What follows belongs to an exercise in optimizing a design on an open flow for small area; a production flow would make more cautious choices.
In this exercise RTL edits were held to simulation tests only and were not proved equivalent to the original.
No activity file was given, so power comes from the tool's default toggle rates.

**design/flow/constraint.sdc**
```tcl
create_clock -name core_clock -period 40.0 [get_ports {clk}]
set_input_delay 8.0000 -clock core_clock [delete_from_list [all_inputs] [get_ports {clk}]]
set_output_delay 8.0000 -clock core_clock [all_outputs]
set_load 0.01 [all_outputs]
```
**design/flow/flow/run.sh**
```bash
#!/bin/bash
# Own layout flow: the standard ORFS flow (standard.sh) with three changes.
#  1. Synthesis is ORFS's synthesis run by synth_recipe.tcl, except that adders
#     are left to ABC as plain logic (no Kogge-Stone carry map, no full/half
#     adder extraction) and ABC optimises for area (flow/abc_area.script:
#     &deepsyn for 10 minutes, then area-oriented mapping). Registers are
#     mapped before ABC runs, so their names and cells are the standard ones.
#  2. Port buffers are sky130_fd_sc_hd__buf_1 (every port still gets one).
#  3. Optional CTS arguments from flow/cts_args.txt.
# Each tool's output goes to a log file in this folder (and ORFS's own logs
# under orfs/logs).
set -euo pipefail
W=$(pwd)
{
  cat "$W/flow/synth_procs.tcl"
  tail -n +2 "$W/synth_recipe.tcl"
} > "$W/own_synth.tcl"
sed "s#SYNTH_SCRIPT=[^ ]*synth_recipe.tcl#SYNTH_SCRIPT=$W/own_synth.tcl#" "$W/standard.sh" > "$W/own_standard.sh"
grep -q "SYNTH_SCRIPT=$W/own_synth.tcl" "$W/own_standard.sh"
export OWN_ABC_SCRIPT="$W/flow/abc_area.script"
export BUFFER_PORTS_ARGS="-buffer_cell sky130_fd_sc_hd__buf_1"
if [[ -f "$W/flow/cts_args.txt" ]]; then
  export CTS_ARGS="$(cat "$W/flow/cts_args.txt")"
fi
bash "$W/own_standard.sh" > "$W/make_finish.log" 2>&1
test -f "$W/out/final.def"
```
**design/flow/design.v**
```verilog
module jr_encoder (
    input  wire [7:0] x,
    input  wire [7:0] y,
    input  wire       left,
    input  wire       dir,
    output wire       dir_new,
    output wire [7:0] byte_out
);
    reg [5:0] my;
    reg [4:0] xa;
    always @* begin
        case (y)
            8'd0: my = 6'd44;
            8'd1: my = 6'd44;
            8'd2: my = 6'd43;
            8'd3: my = 6'd43;
            8'd4: my = 6'd43;
            8'd5: my = 6'd42;
            8'd6: my = 6'd42;
            8'd7: my = 6'd42;
            8'd8: my = 6'd41;
            8'd9: my = 6'd41;
            8'd10: my = 6'd41;
            8'd11: my = 6'd40;
            8'd12: my = 6'd40;
            8'd13: my = 6'd40;
            8'd14: my = 6'd39;
            8'd15: my = 6'd39;
            8'd16: my = 6'd39;
            8'd17: my = 6'd38;
            8'd18: my = 6'd38;
            8'd19: my = 6'd38;
            8'd20: my = 6'd37;
            8'd21: my = 6'd37;
            8'd22: my = 6'd37;
            8'd23: my = 6'd36;
            8'd24: my = 6'd36;
            8'd25: my = 6'd36;
            8'd26: my = 6'd35;
            8'd27: my = 6'd35;
            8'd28: my = 6'd34;
            8'd29: my = 6'd34;
            8'd30: my = 6'd34;
            8'd31: my = 6'd33;
            8'd32: my = 6'd33;
            8'd33: my = 6'd33;
            8'd34: my = 6'd32;
            8'd35: my = 6'd32;
            8'd36: my = 6'd32;
            8'd37: my = 6'd31;
            8'd38: my = 6'd31;
            8'd39: my = 6'd31;
            8'd40: my = 6'd30;
            8'd41: my = 6'd30;
            8'd42: my = 6'd30;
            8'd43: my = 6'd29;
            8'd44: my = 6'd29;
            8'd45: my = 6'd29;
            8'd46: my = 6'd28;
            8'd47: my = 6'd28;
            8'd48: my = 6'd28;
            8'd49: my = 6'd27;
            8'd50: my = 6'd27;
            8'd51: my = 6'd27;
            8'd52: my = 6'd26;
            8'd53: my = 6'd26;
            8'd54: my = 6'd26;
            8'd55: my = 6'd25;
            8'd56: my = 6'd25;
            8'd57: my = 6'd24;
            8'd58: my = 6'd24;
            8'd59: my = 6'd24;
            8'd60: my = 6'd23;
            8'd61: my = 6'd23;
            8'd62: my = 6'd23;
            8'd63: my = 6'd22;
            8'd64: my = 6'd22;
            8'd65: my = 6'd22;
            8'd66: my = 6'd21;
            8'd67: my = 6'd21;
            8'd68: my = 6'd21;
            8'd69: my = 6'd20;
            8'd70: my = 6'd20;
            8'd71: my = 6'd20;
            8'd72: my = 6'd19;
            8'd73: my = 6'd19;
            8'd74: my = 6'd19;
            8'd75: my = 6'd18;
            8'd76: my = 6'd18;
            8'd77: my = 6'd18;
            8'd78: my = 6'd17;
            8'd79: my = 6'd17;
            8'd80: my = 6'd17;
            8'd81: my = 6'd16;
            8'd82: my = 6'd16;
            8'd83: my = 6'd16;
            8'd84: my = 6'd15;
            8'd85: my = 6'd15;
            8'd86: my = 6'd14;
            8'd87: my = 6'd14;
            8'd88: my = 6'd14;
            8'd89: my = 6'd13;
            8'd90: my = 6'd13;
            8'd91: my = 6'd13;
            8'd92: my = 6'd12;
            8'd93: my = 6'd12;
            8'd94: my = 6'd12;
            8'd95: my = 6'd11;
            8'd96: my = 6'd11;
            8'd97: my = 6'd11;
            8'd98: my = 6'd10;
            8'd99: my = 6'd10;
            8'd100: my = 6'd10;
            8'd101: my = 6'd9;
            8'd102: my = 6'd9;
            8'd103: my = 6'd9;
            8'd104: my = 6'd8;
            8'd105: my = 6'd8;
            8'd106: my = 6'd8;
            8'd107: my = 6'd7;
            8'd108: my = 6'd7;
            8'd109: my = 6'd7;
            8'd110: my = 6'd6;
            8'd111: my = 6'd6;
            8'd112: my = 6'd6;
            8'd113: my = 6'd5;
            8'd114: my = 6'd5;
            8'd115: my = 6'd4;
            8'd116: my = 6'd4;
            8'd117: my = 6'd4;
            8'd118: my = 6'd3;
            8'd119: my = 6'd3;
            8'd120: my = 6'd3;
            8'd121: my = 6'd2;
            8'd122: my = 6'd0;
            8'd123: my = 6'd0;
            8'd124: my = 6'd0;
            8'd125: my = 6'd0;
            8'd126: my = 6'd0;
            8'd127: my = 6'd0;
            8'd128: my = 6'd0;
            8'd129: my = 6'd0;
            8'd130: my = 6'd0;
            8'd131: my = 6'd0;
            8'd132: my = 6'd0;
            8'd133: my = 6'd0;
            8'd134: my = 6'd0;
            8'd135: my = 6'd0;
            8'd136: my = 6'd0;
            8'd137: my = 6'd0;
            8'd138: my = 6'd0;
            8'd139: my = 6'd3;
            8'd140: my = 6'd3;
            8'd141: my = 6'd3;
            8'd142: my = 6'd4;
            8'd143: my = 6'd4;
            8'd144: my = 6'd4;
            8'd145: my = 6'd5;
            8'd146: my = 6'd5;
            8'd147: my = 6'd5;
            8'd148: my = 6'd6;
            8'd149: my = 6'd6;
            8'd150: my = 6'd6;
            8'd151: my = 6'd7;
            8'd152: my = 6'd7;
            8'd153: my = 6'd8;
            8'd154: my = 6'd8;
            8'd155: my = 6'd8;
            8'd156: my = 6'd9;
            8'd157: my = 6'd9;
            8'd158: my = 6'd9;
            8'd159: my = 6'd10;
            8'd160: my = 6'd10;
            8'd161: my = 6'd10;
            8'd162: my = 6'd11;
            8'd163: my = 6'd11;
            8'd164: my = 6'd12;
            8'd165: my = 6'd12;
            8'd166: my = 6'd12;
            8'd167: my = 6'd13;
            8'd168: my = 6'd13;
            8'd169: my = 6'd13;
            8'd170: my = 6'd14;
            8'd171: my = 6'd14;
            8'd172: my = 6'd14;
            8'd173: my = 6'd15;
            8'd174: my = 6'd15;
            8'd175: my = 6'd15;
            8'd176: my = 6'd16;
            8'd177: my = 6'd16;
            8'd178: my = 6'd17;
            8'd179: my = 6'd17;
            8'd180: my = 6'd17;
            8'd181: my = 6'd18;
            8'd182: my = 6'd18;
            8'd183: my = 6'd18;
            8'd184: my = 6'd19;
            8'd185: my = 6'd19;
            8'd186: my = 6'd19;
            8'd187: my = 6'd20;
            8'd188: my = 6'd20;
            8'd189: my = 6'd20;
            8'd190: my = 6'd21;
            8'd191: my = 6'd21;
            8'd192: my = 6'd22;
            8'd193: my = 6'd22;
            8'd194: my = 6'd22;
            8'd195: my = 6'd23;
            8'd196: my = 6'd23;
            8'd197: my = 6'd23;
            8'd198: my = 6'd24;
            8'd199: my = 6'd24;
            8'd200: my = 6'd24;
            8'd201: my = 6'd25;
            8'd202: my = 6'd25;
            8'd203: my = 6'd25;
            8'd204: my = 6'd26;
            8'd205: my = 6'd26;
            8'd206: my = 6'd27;
            8'd207: my = 6'd27;
            8'd208: my = 6'd27;
            8'd209: my = 6'd28;
            8'd210: my = 6'd28;
            8'd211: my = 6'd28;
            8'd212: my = 6'd29;
            8'd213: my = 6'd29;
            8'd214: my = 6'd29;
            8'd215: my = 6'd30;
            8'd216: my = 6'd30;
            8'd217: my = 6'd31;
            8'd218: my = 6'd31;
            8'd219: my = 6'd31;
            8'd220: my = 6'd32;
            8'd221: my = 6'd32;
            8'd222: my = 6'd32;
            8'd223: my = 6'd33;
            8'd224: my = 6'd33;
            8'd225: my = 6'd33;
            8'd226: my = 6'd34;
            8'd227: my = 6'd34;
            8'd228: my = 6'd34;
            8'd229: my = 6'd35;
            8'd230: my = 6'd35;
            8'd231: my = 6'd36;
            8'd232: my = 6'd36;
            8'd233: my = 6'd36;
            8'd234: my = 6'd37;
            8'd235: my = 6'd37;
            8'd236: my = 6'd37;
            8'd237: my = 6'd38;
            8'd238: my = 6'd38;
            8'd239: my = 6'd38;
            8'd240: my = 6'd39;
            8'd241: my = 6'd39;
            8'd242: my = 6'd39;
            8'd243: my = 6'd40;
            8'd244: my = 6'd40;
            8'd245: my = 6'd41;
            8'd246: my = 6'd41;
            8'd247: my = 6'd41;
            8'd248: my = 6'd42;
            8'd249: my = 6'd42;
            8'd250: my = 6'd42;
            8'd251: my = 6'd43;
            8'd252: my = 6'd43;
            8'd253: my = 6'd43;
            8'd254: my = 6'd44;
            8'd255: my = 6'd44;
            default: my = 6'd0;
        endcase
        case (x)
            8'd0: xa = 5'd18;
            8'd1: xa = 5'd18;
            8'd2: xa = 5'd18;
            8'd3: xa = 5'd18;
            8'd4: xa = 5'd18;
            8'd5: xa = 5'd18;
            8'd6: xa = 5'd18;
            8'd7: xa = 5'd18;
            8'd8: xa = 5'd17;
            8'd9: xa = 5'd17;
            8'd10: xa = 5'd17;
            8'd11: xa = 5'd17;
            8'd12: xa = 5'd17;
            8'd13: xa = 5'd17;
            8'd14: xa = 5'd17;
            8'd15: xa = 5'd16;
            8'd16: xa = 5'd16;
            8'd17: xa = 5'd16;
            8'd18: xa = 5'd16;
            8'd19: xa = 5'd16;
            8'd20: xa = 5'd16;
            8'd21: xa = 5'd15;
            8'd22: xa = 5'd15;
            8'd23: xa = 5'd15;
            8'd24: xa = 5'd15;
            8'd25: xa = 5'd15;
            8'd26: xa = 5'd15;
            8'd27: xa = 5'd15;
            8'd28: xa = 5'd15;
            8'd29: xa = 5'd14;
            8'd30: xa = 5'd14;
            8'd31: xa = 5'd14;
            8'd32: xa = 5'd14;
            8'd33: xa = 5'd14;
            8'd34: xa = 5'd14;
            8'd35: xa = 5'd13;
            8'd36: xa = 5'd13;
            8'd37: xa = 5'd13;
            8'd38: xa = 5'd13;
            8'd39: xa = 5'd13;
            8'd40: xa = 5'd13;
            8'd41: xa = 5'd13;
            8'd42: xa = 5'd12;
            8'd43: xa = 5'd12;
            8'd44: xa = 5'd12;
            8'd45: xa = 5'd12;
            8'd46: xa = 5'd12;
            8'd47: xa = 5'd12;
            8'd48: xa = 5'd12;
            8'd49: xa = 5'd12;
            8'd50: xa = 5'd11;
            8'd51: xa = 5'd11;
            8'd52: xa = 5'd11;
            8'd53: xa = 5'd11;
            8'd54: xa = 5'd11;
            8'd55: xa = 5'd11;
            8'd56: xa = 5'd10;
            8'd57: xa = 5'd10;
            8'd58: xa = 5'd10;
            8'd59: xa = 5'd10;
            8'd60: xa = 5'd10;
            8'd61: xa = 5'd10;
            8'd62: xa = 5'd9;
            8'd63: xa = 5'd9;
            8'd64: xa = 5'd9;
            8'd65: xa = 5'd9;
            8'd66: xa = 5'd9;
            8'd67: xa = 5'd9;
            8'd68: xa = 5'd9;
            8'd69: xa = 5'd9;
            8'd70: xa = 5'd9;
            8'd71: xa = 5'd8;
            8'd72: xa = 5'd8;
            8'd73: xa = 5'd8;
            8'd74: xa = 5'd8;
            8'd75: xa = 5'd8;
            8'd76: xa = 5'd8;
            8'd77: xa = 5'd7;
            8'd78: xa = 5'd7;
            8'd79: xa = 5'd7;
            8'd80: xa = 5'd7;
            8'd81: xa = 5'd7;
            8'd82: xa = 5'd7;
            8'd83: xa = 5'd6;
            8'd84: xa = 5'd6;
            8'd85: xa = 5'd6;
            8'd86: xa = 5'd6;
            8'd87: xa = 5'd6;
            8'd88: xa = 5'd6;
            8'd89: xa = 5'd6;
            8'd90: xa = 5'd6;
            8'd91: xa = 5'd5;
            8'd92: xa = 5'd5;
            8'd93: xa = 5'd5;
            8'd94: xa = 5'd5;
            8'd95: xa = 5'd5;
            8'd96: xa = 5'd5;
            8'd97: xa = 5'd5;
            8'd98: xa = 5'd4;
            8'd99: xa = 5'd4;
            8'd100: xa = 5'd4;
            8'd101: xa = 5'd4;
            8'd102: xa = 5'd4;
            8'd103: xa = 5'd4;
            8'd104: xa = 5'd3;
            8'd105: xa = 5'd3;
            8'd106: xa = 5'd3;
            8'd107: xa = 5'd3;
            8'd108: xa = 5'd3;
            8'd109: xa = 5'd3;
            8'd110: xa = 5'd3;
            8'd111: xa = 5'd3;
            8'd112: xa = 5'd2;
            8'd113: xa = 5'd2;
            8'd114: xa = 5'd2;
            8'd115: xa = 5'd2;
            8'd116: xa = 5'd2;
            8'd117: xa = 5'd2;
            8'd118: xa = 5'd1;
            8'd119: xa = 5'd1;
            8'd120: xa = 5'd1;
            8'd121: xa = 5'd1;
            8'd122: xa = 5'd1;
            8'd123: xa = 5'd1;
            8'd124: xa = 5'd1;
            8'd125: xa = 5'd0;
            8'd126: xa = 5'd0;
            8'd127: xa = 5'd0;
            8'd128: xa = 5'd0;
            8'd129: xa = 5'd0;
            8'd130: xa = 5'd0;
            8'd131: xa = 5'd0;
            8'd132: xa = 5'd0;
            8'd133: xa = 5'd0;
            8'd134: xa = 5'd0;
            8'd135: xa = 5'd0;
            8'd136: xa = 5'd0;
            8'd137: xa = 5'd0;
            8'd138: xa = 5'd0;
            8'd139: xa = 5'd0;
            8'd140: xa = 5'd0;
            8'd141: xa = 5'd0;
            8'd142: xa = 5'd1;
            8'd143: xa = 5'd1;
            8'd144: xa = 5'd1;
            8'd145: xa = 5'd1;
            8'd146: xa = 5'd1;
            8'd147: xa = 5'd2;
            8'd148: xa = 5'd2;
            8'd149: xa = 5'd2;
            8'd150: xa = 5'd2;
            8'd151: xa = 5'd2;
            8'd152: xa = 5'd2;
            8'd153: xa = 5'd3;
            8'd154: xa = 5'd3;
            8'd155: xa = 5'd3;
            8'd156: xa = 5'd3;
            8'd157: xa = 5'd3;
            8'd158: xa = 5'd3;
            8'd159: xa = 5'd3;
            8'd160: xa = 5'd3;
            8'd161: xa = 5'd4;
            8'd162: xa = 5'd4;
            8'd163: xa = 5'd4;
            8'd164: xa = 5'd4;
            8'd165: xa = 5'd4;
            8'd166: xa = 5'd5;
            8'd167: xa = 5'd5;
            8'd168: xa = 5'd5;
            8'd169: xa = 5'd5;
            8'd170: xa = 5'd5;
            8'd171: xa = 5'd5;
            8'd172: xa = 5'd6;
            8'd173: xa = 5'd6;
            8'd174: xa = 5'd6;
            8'd175: xa = 5'd6;
            8'd176: xa = 5'd6;
            8'd177: xa = 5'd6;
            8'd178: xa = 5'd6;
            8'd179: xa = 5'd6;
            8'd180: xa = 5'd7;
            8'd181: xa = 5'd7;
            8'd182: xa = 5'd7;
            8'd183: xa = 5'd7;
            8'd184: xa = 5'd7;
            8'd185: xa = 5'd8;
            8'd186: xa = 5'd8;
            8'd187: xa = 5'd8;
            8'd188: xa = 5'd8;
            8'd189: xa = 5'd8;
            8'd190: xa = 5'd8;
            8'd191: xa = 5'd9;
            8'd192: xa = 5'd9;
            8'd193: xa = 5'd9;
            8'd194: xa = 5'd9;
            8'd195: xa = 5'd9;
            8'd196: xa = 5'd9;
            8'd197: xa = 5'd9;
            8'd198: xa = 5'd9;
            8'd199: xa = 5'd10;
            8'd200: xa = 5'd10;
            8'd201: xa = 5'd10;
            8'd202: xa = 5'd10;
            8'd203: xa = 5'd10;
            8'd204: xa = 5'd10;
            8'd205: xa = 5'd11;
            8'd206: xa = 5'd11;
            8'd207: xa = 5'd11;
            8'd208: xa = 5'd11;
            8'd209: xa = 5'd11;
            8'd210: xa = 5'd12;
            8'd211: xa = 5'd12;
            8'd212: xa = 5'd12;
            8'd213: xa = 5'd12;
            8'd214: xa = 5'd12;
            8'd215: xa = 5'd12;
            8'd216: xa = 5'd12;
            8'd217: xa = 5'd12;
            8'd218: xa = 5'd13;
            8'd219: xa = 5'd13;
            8'd220: xa = 5'd13;
            8'd221: xa = 5'd13;
            8'd222: xa = 5'd13;
            8'd223: xa = 5'd13;
            8'd224: xa = 5'd14;
            8'd225: xa = 5'd14;
            8'd226: xa = 5'd14;
            8'd227: xa = 5'd14;
            8'd228: xa = 5'd14;
            8'd229: xa = 5'd15;
            8'd230: xa = 5'd15;
            8'd231: xa = 5'd15;
            8'd232: xa = 5'd15;
            8'd233: xa = 5'd15;
            8'd234: xa = 5'd15;
            8'd235: xa = 5'd15;
            8'd236: xa = 5'd15;
            8'd237: xa = 5'd16;
            8'd238: xa = 5'd16;
            8'd239: xa = 5'd16;
            8'd240: xa = 5'd16;
            8'd241: xa = 5'd16;
            8'd242: xa = 5'd16;
            8'd243: xa = 5'd17;
            8'd244: xa = 5'd17;
            8'd245: xa = 5'd17;
            8'd246: xa = 5'd17;
            8'd247: xa = 5'd17;
            8'd248: xa = 5'd18;
            8'd249: xa = 5'd18;
            8'd250: xa = 5'd18;
            8'd251: xa = 5'd18;
            8'd252: xa = 5'd18;
            8'd253: xa = 5'd18;
            8'd254: xa = 5'd18;
            8'd255: xa = 5'd18;
            default: xa = 5'd0;
        endcase
    end
    wire y_neutral = (y >= 8'd122) && (y <= 8'd138);
    wire y_pos     = y > 8'd138;
    wire reduces   = left ? (x > 8'd133) : (x < 8'd133);
    wire [6:0] diff = {1'b0, my} - {2'b00, (reduces ? xa : 5'd0)};
    wire [5:0] mag  = diff[6] ? 6'd0 : diff[5:0];
    assign dir_new  = y_neutral ? dir : y_pos;
    assign byte_out = {mag, dir_new, left};
endmodule
module jr_core (
    input  wire        clk,
    input  wire        rst,
    input  wire [7:0]  cmd,
    input  wire        cmd_valid,
    output wire        cmd_ready,
    input  wire [7:0]  opd_x,
    input  wire [7:0]  opd_y,
    input  wire [15:0] opd_d,
    input  wire [15:0] opd_ax,
    input  wire [15:0] opd_ay,
    input  wire [15:0] opd_az,
    output wire [63:0] res,
    output reg         res_valid,
    input  wire        echo,
    output wire        trig,
    input  wire        tick0,
    input  wire        tick1,
    output reg  [7:0]  tx_data,
    output reg         tx_valid,
    input  wire        tx_ready,
    input  wire        rx_avail,
    input  wire [7:0]  rx_data,
    output wire        rx_take,
    input  wire        confirm,
    output wire [1:0]  act_dir_L,
    output wire [1:0]  act_dir_R,
    output wire [7:0]  act_duty_L,
    output wire [7:0]  act_duty_R,
    output reg  [1:0]  disp
);
    localparam [22:0] K = 23'd4563403;
    reg [61:0] s0, s1;           
    reg        p0, p1;           
    reg        run0, run1;
    reg        echo_lvl;
    reg        dir, obs, hs, rfsm;
    reg        nL, fL, nR, fR;   
    reg [5:0]  duL, duR;         
    reg        rng;              
    reg [4:0]  rc;               
    reg        sat;              
    reg        r0, r1, sb, sf, rg;   
    assign cmd_ready = !tx_valid && !rng && !res_valid;
    wire       acc = cmd_valid && cmd_ready;
    wire [3:0] op  = cmd[7:4];
    wire       ci  = cmd[0];
    wire o_start = acc && op == 4'h1;
    wire o_stop  = acc && op == 4'h2;
    wire o_reset = acc && op == 4'h3;
    wire o_read  = acc && op == 4'h4;
    wire o_range = acc && op == 4'h5;
    wire o_enc   = acc && op == 4'h6;
    wire o_send  = acc && op == 4'h7;
    wire o_fault = acc && op == 4'h8;
    wire o_coll  = acc && op == 4'h9;
    wire o_robot = acc && op == 4'hA;
    wire o_remote= acc && op == 4'hB;
    wire o_conf  = acc && op == 4'hC;
    wire o_load  = acc && op == 4'hD;
    wire samp = rng && rc == 5'd11;
    wire step = rng && (rc[4] || (rc[3] && rc[2]));
    wire done = rng && rc == 5'd31;
    wire mv   = res_valid && rg;
    assign trig = rng && rc >= 5'd2 && rc <= 5'd11;
    wire echo_rise = echo && !echo_lvl;
    wire echo_fall = !echo && echo_lvl;
    wire [61:0] ldv = {opd_d[5:0], opd_az, opd_ay, opd_ax, opd_x};
    wire [44:0] c0l;
    assign c0l[0]    = p0;
    assign c0l[44:1] = c0l[43:0] & s0[43:0];
    wire [43:0] lo_inc = s0[43:0] ^ c0l[43:0];
    wire        hi_cin = (step || mv) ? p0 : c0l[44];
    wire [18:0] c0h;
    assign c0h[0]    = hi_cin;
    assign c0h[18:1] = c0h[17:0] & s0[61:44];
    wire [17:0] hi_inc = s0[61:44] ^ c0h[17:0];
    wire [61:0] c1;
    assign c1[0]    = p1;
    assign c1[61:1] = c1[60:0] & s1[60:0];
    wire [61:0] s1_inc = s1 ^ c1;
    wire [24:0] msum   = {1'b0, s0[43:20]} + (s0[0] ? {2'b00, K} : 25'd0);
    always @(posedge clk) begin
        if (rst) begin
            echo_lvl <= 1'b0;
            run0 <= 1'b0; p0 <= 1'b0; s0 <= 62'd0;
            run1 <= 1'b0; p1 <= 1'b0; s1 <= 62'd0;
        end else begin
            echo_lvl <= echo;
            if (samp)
                run0 <= 1'b0;
            else if (o_start && !ci)
                run0 <= 1'b1;
            else if ((o_stop || o_reset) && !ci)
                run0 <= 1'b0;
            else if (echo_rise)
                run0 <= 1'b1;
            else if (echo_fall)
                run0 <= 1'b0;
            p0 <= tick0 && run0 && !samp && !((o_reset || o_load) && !ci);
            if (o_reset && !ci)
                s0 <= 62'd0;
            else if (o_load && !ci)
                s0 <= ldv;
            else if (step)
                s0 <= {hi_inc, msum, s0[19:1]};
            else if (mv)
                s0 <= {56'd0, hi_inc[5:0]};
            else if (samp)
                s0 <= {18'd0, lo_inc[43:38], 1'b1, lo_inc[36:0]};
            else
                s0 <= {hi_inc, lo_inc[43:0]};
            if (o_start && ci)
                run1 <= 1'b1;
            else if ((o_stop || o_reset) && ci)
                run1 <= 1'b0;
            p1 <= tick1 && run1 && !((o_reset || o_load) && ci);
            if (o_reset && ci)
                s1 <= 62'd0;
            else if (o_load && ci)
                s1 <= ldv;
            else
                s1 <= s1_inc;
        end
        if (samp)
            sat <= |{hi_inc, lo_inc[43:20]};
    end
    assign rx_take = (o_robot || (o_remote && !rfsm)) && rx_avail;
    wire coll = ($signed(opd_ax) > 16'sd500) || ($signed(opd_ax) < -16'sd500) ||
                ($signed(opd_ay) > 16'sd500) || ($signed(opd_ay) < -16'sd500) ||
                ($signed(opd_az) > 16'sd1500) || ($signed(opd_az) < 16'sd500);
    wire lt30 = opd_d < 16'd30;
    wire       enc_dir;
    wire [7:0] enc_byte;
    jr_encoder u_enc (
        .x(opd_x), .y(opd_y), .left(cmd[1:0] != 2'b00), .dir(dir),
        .dir_new(enc_dir), .byte_out(enc_byte)
    );
    wire enc_go  = o_enc || (o_send && !rfsm);
    wire tx_go   = (o_send && !rfsm) || (o_fault && !hs && (lt30 != obs)) ||
                   (o_coll && !hs && coll) || (o_conf && rfsm && confirm);
    wire rb_act  = o_robot && rx_avail && !hs;
    always @(posedge clk) begin
        if (rst) begin
            dir <= 1'b0; obs <= 1'b0; hs <= 1'b0; rfsm <= 1'b0;
            nL <= 1'b1; fL <= 1'b0; duL <= 6'd0;
            nR <= 1'b1; fR <= 1'b0; duR <= 6'd0;
            disp <= 2'd0;
            tx_valid <= 1'b0;
            rng <= 1'b0;
            res_valid <= 1'b0;
        end else begin
            if (enc_go)
                dir <= enc_dir;
            if (o_fault && !hs)
                obs <= lt30;
            if (o_coll && !hs && coll) begin
                hs <= 1'b1;
                nL <= 1'b1; fL <= 1'b0; duL <= 6'd0;
                nR <= 1'b1; fR <= 1'b0; duR <= 6'd0;
            end
            if (o_robot && rx_avail && hs && rx_data == 8'h31)
                hs <= 1'b0;
            if (rb_act && rx_data[0]) begin
                nL <= 1'b0; fL <= rx_data[1]; duL <= rx_data[7:2];
            end
            if (rb_act && !rx_data[0]) begin
                nR <= 1'b0; fR <= rx_data[1]; duR <= rx_data[7:2];
            end
            if (o_remote && !rfsm && rx_avail) begin
                case (rx_data)
                    8'h30:   disp <= 2'd0;
                    8'h31:   begin disp <= 2'd1; rfsm <= 1'b1; end
                    8'h32:   disp <= 2'd2;
                    default: disp <= 2'd3;
                endcase
            end
            if (o_conf && rfsm && confirm) begin
                disp <= 2'd0;
                rfsm <= 1'b0;
            end
            if (tx_go)
                tx_valid <= 1'b1;
            else if (tx_ready)
                tx_valid <= 1'b0;
            if (o_range && !hs)
                rng <= 1'b1;
            else if (done)
                rng <= 1'b0;
            res_valid <= (acc && !(op == 4'h5 && !hs)) || done;
        end
        if (acc) begin
            if (op == 4'h8)
                tx_data <= lt30 ? 8'h32 : 8'h30;
            else if (op == 4'h9 || op == 4'hC)
                tx_data <= 8'h31;
            else if (op == 4'hA || op == 4'hB)
                tx_data <= rx_data;
            else
                tx_data <= enc_byte;
        end
        rc <= o_range ? 5'd0 : rc + 5'd1;
        r0 <= o_read && !ci;
        r1 <= o_read && ci;
        sb <= enc_go || rx_take;
        sf <= rx_take;
        rg <= done;
    end
    assign act_dir_L  = {nL, fL};    
    assign act_dir_R  = {nR, fR};
    assign act_duty_L = {duL, 2'b00};
    assign act_duty_R = {duR, 2'b00};
    wire [15:0] dist_cm = (sat || s0[42]) ? 16'hFFFF : s0[41:26];
    assign res = ({64{r0}} & {s0, 2'b00}) |
                 ({64{r1}} & {s1, 2'b00}) |
                 ({64{sb}} & {56'd0, tx_data}) |
                 ({64{sf}} & 64'h100) |
                 ({64{rg}} & {48'd0, dist_cm});
endmodule
```
**design/flow/flow/cts_args.txt**
```
-sink_clustering_enable -repair_clock_nets -buf_list sky130_fd_sc_hd__clkbuf_8 -dont_use_dummy_load
```
**design/flow/flow/synth_procs.tcl**
```tcl
# Wrappers around three Yosys commands of ORFS's synth.tcl (sourced next).
proc synth {args} {
  # keep Yosys's ripple adders: drop ORFS's Kogge-Stone carry map
  set a {}
  set skip 0
  foreach x $args {
    if {$skip} { set skip 0; continue }
    if {$x eq "-extra-map"} { set skip 1; continue }
    lappend a $x
  }
  yosys synth -nofsm -noshare {*}$a
}
proc extract_fa {args} {}
proc abc {args} {
  set i [lsearch -exact $args -script]
  if {$i >= 0} { set args [lreplace $args $i [expr {$i + 1}] -script $::env(OWN_ABC_SCRIPT)] }
  yosys abc {*}$args
}
```
**design/flow/config.mk**
```make
export PLATFORM = sky130hd
export DESIGN_NAME = jr_core
export DESIGN_NICKNAME = jr_core
export VERILOG_FILES = /design/flow/design.v
export SDC_FILE = /design/flow/constraint.sdc
export NUM_CORES = 4
export LEC_CHECK = 0
export CAP_MARGIN = 0
export CORE_MARGIN = 2
export CORE_UTILIZATION = 40
export CTS_BUF_LIST = sky130_fd_sc_hd__clkbuf_8
export SLEW_MARGIN = 0
```
**design/flow/flow/abc_area.script**
```
strash
&get -n
&fraig -x
&put
scorr
dc2
strash
&get -n
&deepsyn -T 600
&dch -f
&nf -a -R 1000 -F 50 -A 50
&put
topo
```
**design/flow/standard.sh**
```bash
#!/bin/bash
# synth_recipe.tcl (not shown) runs the flow's synth.tcl, then flattens the netlist and writes it again
# the make line also repeats each setting of config.mk as NAME=value (left out here)
make -C /OpenROAD-flow-scripts/flow DESIGN_CONFIG=/design/flow/config.mk WORK_HOME=/design/flow/orfs CLKGATE_MAP_FILE= SYNTH_SCRIPT=/design/flow/synth_recipe.tcl "${@:-finish}"
```
==> run notes <==
[sequential cells by signal (all words and copies together) (netlist names), 2 cells and up]
| register | flops |
|---|---|
| disp | 2 |
| rc | 5 |
| duR | 6 |
| duL | 6 |
| tx_data | 8 |
| s0 | 62 |
| s1 | 62 |
[synth_stat cells (22+ instances only)]
master    number  share of area
nand2_1      192          0.073
dfxtp_1      164           0.33
a21oi_1      130          0.066
nor2_1        99          0.038
o21ai_0       96          0.049
a22o_1        64          0.057
o31ai_1       58          0.044
and3_1        57          0.036
nor3_1        42          0.021
and2_0        32          0.020
xnor2_1       27          0.024
nor4_1        26          0.017
nand3_1       25          0.013
nand2b_1      22          0.014
[routing by layer]
metal  vias to the layer above  GRT usage  wire, um
li1                       5231          -         -
met1                      4915      0.348     15300
met2                       354      0.383     14200
met3                        38     0.0506      2180
met4                         0     0.0572       502
met5                         -          0         0
[kinds of logic (layout without fill, tap and decap cells)]
kind of cell	after synthesis	count (layout)	synth area share
mux	2	2	0.00216
buf+inv	21	236	0.0111
xor+xnor	39	39	0.0347
flops	173	173	0.361
compound gates	475	475	0.323
other cells	1	4	0.000381
simple gates	546	546	0.267
[report_power, final]
group / switching, uW / leakage [uW] / internal [uW] / total (uW)
registers: 6.97 / 0.00141 / 180 / 187
logic: 35.3 / 0.00264 / 21.1 / 56.4
clock network: 56.1 / 0.000122 / 37.6 / 93.7
[through the flow]
| stage | power, uW | worst slack [ns] | area (um^2) |
|---|---|---|---|
| 2_1_floorplan | 224 | 23.16 | 9850 |
| 3_3_place_gp | 246 | 22.55 | 11000 |
| 3_5_place_dp | 247 | 22.50 | 11000 |
| 4_1_cts | 340 | 22.50 | 11300 |
| 5_1_grt | 354 | 22.33 | 11300 |
| 6_report | 337 | 22.48 | 11300 |
[placed cells by master, fill, tap and decap left out, types with 18 or more instances in the layout]
cell type    n
buf_1      197
nand2_1    192
dfxtp_1    162
a21oi_1    130
nor2_1      96
o21ai_0     96
a22o_1      64
o31ai_1     58
and3_1      57
nor3_1      42
and2_0      32
xnor2_1     27
nor4_1      26
nand3_1     25
nand2b_1    22
nor2b_1     18
a22oi_1     18
[final cells by class]
cell class | instances | share of cell area
multi-input combinational | 1066 | 0.551
tap | 324 | 0.0360
inverter | 13 | 0.00434
sequential | 173 | 0.316
timing repair buffer | 206 | 0.0717
clock buffer | 17 | 0.0208
[path summary, 6_finish.rpt]
| path | to | depth (start not counted) |
|---|---|---|
| min | nL | 1 |
| min reg2reg | nL | 1 |
| max reg2reg | s1[61] | 42 |
| max | rx_take | 5 |
==> run notes <==
status no timing/DRC/antenna violations; layout filler cell count 2571; Cells after DPL 1782; Relative slew margins 0.435; CP max FO 7; worst-case clock buffer depth 2; I/O Buffers 197; worst path required time 32.00 ns; dpl hpwl 23600 um; Core Region 24200 um^2; critical path's largest stage delay 0.47 ns; Clk pin slew, worst setup/hold paths 0.12 ns; DIE HEIGHT 161 um; initial antenna violation count 0; H-Tree Depth 4; R2R setup slack 29.58 ns; top_reg_cell synth dfxtp_1; clock sink total 173; slowest stage cell, crit path nor2b_1; post-route setup TNS 0 ns; Max Clock Skew 0.0336 ns; Max-cap violations 0; wirelength, routed 32200 um; Worst Path Arrival 9.52 ns; Synth Area per Inst 7.82 um^2; Antenna Violating Nets Remaining 0; # DRC 0; # resized after CTS 0; # setup viols final 0; fin crit period 17.52 ns; CTS buffer count 17; Post-Route Utilization 0.464; Post-Synthesis Cells 1257; Power Density 30.0 nW/um^2; peak supply drop 20.0 uV; CP endpoint kind primary output; Setup CP Type primary input to primary output; vias in the first global route 9554; overflow left after global routing 0; Reg-to-Reg Start s1[0]; max-slew violation count 0; GRT Util Overall 0.245; Synth warnings 2; final std cells w/o fill 1799; Synth Register Bits 173; Hold Buf Count CTS 0; drt pass-1 iters 5; routability cong. 0.895; asr flop ratio synth 0; hold path start nL; die area 25900 um^2; most used cell, CP buf_1; CTS tree built; Critical Path Source Type primary input; # IOs 204; RSZ-0062 raised after global routing no; Post-CTS Setup Inserts 0; area of the multi-input gates 6200 um^2; vias 10500; leak pwr 0.00417 uW; origin of the worst setup path cmd[7]; Inserted Diodes 0; first-pass GRT wire length 51100 um; drt initial violations 819; initial core utilization 0.406; Post-synth EDFFs 9; Worst Max-Slew Pin Slew 0.847 ns; Final Hold Vio Count 0; CTS root buf clkbuf_8; Fmax 57.1 MHz; vias per cell 5.86; share of cells above drive strength 1 0.0217; worst path cell trace buf_1, nor2b_1, and2_0, and3_1, buf_1; synth unique cells 55; worst hold path class register to register; synthesis-to-finish area growth 14.4%; Tcrit/Tclk final 0.438; Die Width 161 um; WL/cell 17.9 um; pin count of the biggest net entering global routing 56; register area share after synthesis 0.361; Synth Cell Area 9830 um^2; Buf/Inv on CP 2; hold slack 0.471 ns; worst-skew pair later-pin latency 0.48 ns; register area 3560 um^2; CP top delay family simple AND/OR/NAND/NOR gates; row cnt 57; nets 1582

[re-timing with driven ports]
Ports are ideal in the flow. The routed layout listed here was re-timed in OpenROAD. Step 1, drivers: a clkbuf_16 drives clk and a buf_2 each remaining input, both assumed. Step 2 adds t to the input delays and takes it off the output delays; t is the mean of the earliest and latest rising clock arrival at the registers after step 1. Input paths then give back, and output paths get back, about the clock's delay inside the block. Slacks: ideal / step 1 / step 2; pairs: ideal / step 1.
t (ns): 0.497
setup WS [ns]: 22.484 / 22.446 / 22.446
worst setup path at the end: input to output
clock arrival spread, ns: 0.052 / 0.052
After both steps setup and hold are still met in this run. For this run, drivers alone change the setup slack by -0.038 ns; drivers and shift together by -0.038 ns.
